What follows belongs to an exercise in optimizing a design on an open flow for small area, a short achievable clock period and few clock cycles per item; a production flow would make more cautious choices. In this exercise RTL edits were held to simulation tests only and were not proved equivalent to the original. No activity file was given, so power comes from the tool's default toggle rates.

== run A ==
Design wavegen, start of the top module:
module wavegen (
  input  wire        clk,
  input  wire        rst,
  input  wire        cmd_valid,
  output wire        cmd_ready,
  input  wire [7:0]  cmd_op,
  input  wire [63:0] cmd_arg,
  output reg         resp_valid,
  output wire [7:0]  resp_status,
  output wire [63:0] resp_data,
  output reg         smp_valid,
  output reg  [7:0]  smp_data,
  output reg  [2:0]  smp_lanes
);
Size in the first run: about 4600 cells after synthesis, about 160 I/O pins.
Settings: LEC_CHECK=0, CAP_MARGIN=20, CORE_MARGIN=2, CORE_UTILIZATION=60, CTS_CLUSTER_DIAMETER=120, CTS_CLUSTER_SIZE=22, SLEW_MARGIN=20, SYNTH_MEMORY_MAX_BITS=65536; clock period 12.0 ns.
standard.sh (not shown) runs the stock make flow with config.mk's settings and CLKGATE_MAP_FILE= SYNTH_SCRIPT=/design/flow/synth_recipe.tcl, a recipe that flattens the netlist after the stock synthesis.
==> flow/flow/run.sh <==
#!/bin/bash
set -euo pipefail
bash standard.sh SETUP_SLACK_MARGIN=8 \
  "BUFFER_PORTS_ARGS=-buffer_cell sky130_fd_sc_hd__buf_2" \
  finish > make_finish.log 2>&1
The flow did not stop early for run A: all stages ran, and the layout cleared the timing, DRC and antenna checks.
Testbench counts of run A, summed over its fixed seeds: cycles 146,743, samples 141,802.
For run R, these inputs were changed with respect to run A:
--- a/flow/design.v
+++ b/flow/design.v
@@ -22,19 +22,19 @@
           assign gg[k+1][i] = gg[k][i];
           assign pp[k+1][i] = pp[k][i];
         end
       end
     end
   endgenerate
   assign sum  = p0 ^ {gg[L][W-2:0], cin};
   assign cout = gg[L];
 endmodule
-module wg_addc #(parameter W = 23) (
+module wg_addc #(parameter W = 30) (
   input  wire [W-1:0] a,
   input  wire [W-1:0] b,
   input  wire         cin,
   output wire [W-1:0] sum
 );
   localparam L = (W > 32) ? 6 : (W > 16) ? 5 : (W > 8) ? 4 : 3;
   wire [W-1:0] p0 = a ^ b;
   wire [W-1:0] gg [0:L];
   wire [W-1:0] pp [0:L];
@@ -55,30 +55,30 @@
     end
   endgenerate
   wire [W-1:0] c = {gg[L][W-2:0] | (pp[L][W-2:0] & {(W-1){cin}}), cin};
   assign sum = p0 ^ c;
 endmodule
 module wg_divu (
   input  wire [44:0] opa,
   input  wire [45:0] s2,
   input  wire        cin,
-  input  wire [45:23] t2,
+  input  wire [45:16] t2,
   input  wire        div,
   output wire [45:0] s,
   output wire [45:0] t,
   output wire        keep
 );
   wire [45:0] a = {1'b0, opa};
   wire [45:0] s_co;
   wg_add #(.W(46)) u_s (.a(a), .b(s2), .cin(cin), .sum(s), .cout(s_co));
-  wire [45:23] t_hi;
-  wg_addc #(.W(23)) u_t (.a(a[45:23]), .b(t2), .cin(s_co[22]), .sum(t_hi));
-  assign t = {t_hi, s[22:0]};
+  wire [45:16] t_hi;
+  wg_addc #(.W(30)) u_t (.a(a[45:16]), .b(t2), .cin(s_co[15]), .sum(t_hi));
+  assign t = {t_hi, s[15:0]};
   assign keep = div ? ~s[45] : ~t[45];
 endmodule
 module wg_sine_quarter (
   input  wire [11:0] q,
   output reg  [6:0]  v
 );
   always @* begin
     case (q)
       12'd0: v = 7'd0;
@@ -2640,19 +2640,19 @@
   reg [63:0] sidx;
   reg        run;
   reg [1:0]  stop_cause;
   reg        act_bank;
   reg [43:0] m;            
   reg [13:0] q;            
   reg [43:0] R;            
   reg [12:0] A;            
   reg [43:0] B;            
-  reg [43:23] Bm;          
+  reg [43:16] Bm;          
   reg        need_r, need_ab, need_q, wrap_pend;
   reg [NS-1:0] ost;
   reg [NS-1:0] nst;
   reg          nhq;
   reg        r_sh, r_div, r_pdiv, r_sB, r_sK, r_sKs, r_dbl;
   reg [7:0]  op;
   reg [63:0] X;            
   reg [2:0]  st;
   reg [6:0]  cnt;
@@ -2664,20 +2664,20 @@
   wire [2:0] lanes = pack ? 3'b111 : (3'b001 << chan);
   wire [13:0] k_const  = r_sKs ? 14'd10000 : 14'd510;
   wire [45:0] k_minus_d = r_sKs ? (46'd10000 - {2'd0, D}) : (46'd510 - {2'd0, D});
   localparam [45:0] ND  = 46'd0 - {2'd0, D};
   wire [44:0] opa = r_sh ? {R, r_div & X[63]} : {1'b0, R};
   wire [45:0] s2  = r_sB  ? {2'd0, B} :
                     r_sK  ? {32'd0, k_const} :
                     r_div ? ~{2'd0, (r_pdiv ? {1'b0, freq} : period)} :
                             46'd0;
-  wire [45:23] t2 = r_sB  ? {2'b11, Bm} :
-                    r_sK  ? k_minus_d[45:23] : ND[45:23];
+  wire [45:16] t2 = r_sB  ? {2'b11, Bm} :
+                    r_sK  ? k_minus_d[45:16] : ND[45:16];
   wire [45:0] as_s, as_t;
   wire        keep;
   wg_divu u_step (.opa(opa), .s2(s2), .cin(r_div), .t2(t2), .div(r_div),
                   .s(as_s), .t(as_t), .keep(keep));
   wire [43:0] r_div_n = keep ? as_s[43:0] : opa[43:0];
   wire [43:0] r_mod   = keep ? as_t[43:0] : as_s[43:0];
   wire [13:0] qa  = r_dbl ? {q[12:0], 1'b0} : q;
   wire [13:0] qb  = r_sB ? {1'b0, A} : 14'd0;
   wire [13:0] qs0 = qa + qb;
@@ -2928,19 +2928,19 @@
     if (ost[I_HADD]) begin
       q   <= q_mod;
       R   <= r_mod;
       X   <= X_sh;
       cnt <= cnt - 7'd1;
     end
     if (ost[I_HDONE] && !hq) begin
       A  <= q[12:0];
       B  <= R;
-      Bm <= as_t[43:23];     
+      Bm <= as_t[43:16];     
     end
     if (ost[I_STRM]) begin
       if (wrap) begin
         m <= 44'd0;
         q <= 14'd0;
         R <= 44'd0;
       end else begin
         m <= m_inc;
         q <= q_mod;
==> run summary <==
Run R reached the end of the flow, and the finished layout is clean on the timing, DRC and antenna checks.
Run R vs. run A: met2 usage in global routing picked up an extra 2.9 points; fraction of power consumed by combinational cells grew by 8.2 points; portion of total power attributed to the clock network down 3.2 points; number of nets in the layout higher; combinational logic power went up by 51%.
On number of buffers outside the clock class in the layout: run R sits above run A.
Filler-free cell count of the finished design was lower in run A than in run R.
On synthesized netlist cell count, the higher figure sits with run R, not run A.
In the reports for run R and run A, the smaller fraction of area in registers belongs to run R.
Testbench counts of run R, summed over its fixed seeds: cycles 146,743, samples 141,802.

[port drivers added, routing unchanged]
Ports are ideal in the flow. The routed layouts listed here were re-timed in OpenROAD.
Step 1 assumes that a clkbuf_16 drives the clock port and a buf_2 every other input.
Step 2, shift: input delay + t, output delay - t, t = (earliest + latest rising clock arrival at the registers) / 2. This alone moves slack from input paths to output paths.
Three values: ideal, step 1, step 2; two values: the first two.
| run | t (ns) | slack for setup (ns) | slew at the worst register clock pin (ns) | cell pins on the clock port's net |
|---|---|---|---|---|
| run A | 0.686 | 7.599 / 7.599 / 7.584 | 0.11 / 0.11 | 1 |
| run R | 0.693 | 7.684 / 7.684 / 7.505 | 0.11 / 0.11 | 1 |
After both steps every run listed still meets setup and hold. The setup slack of run R, which loses most, moves by 0.000 ns with the drivers and by -0.179 ns with both steps.
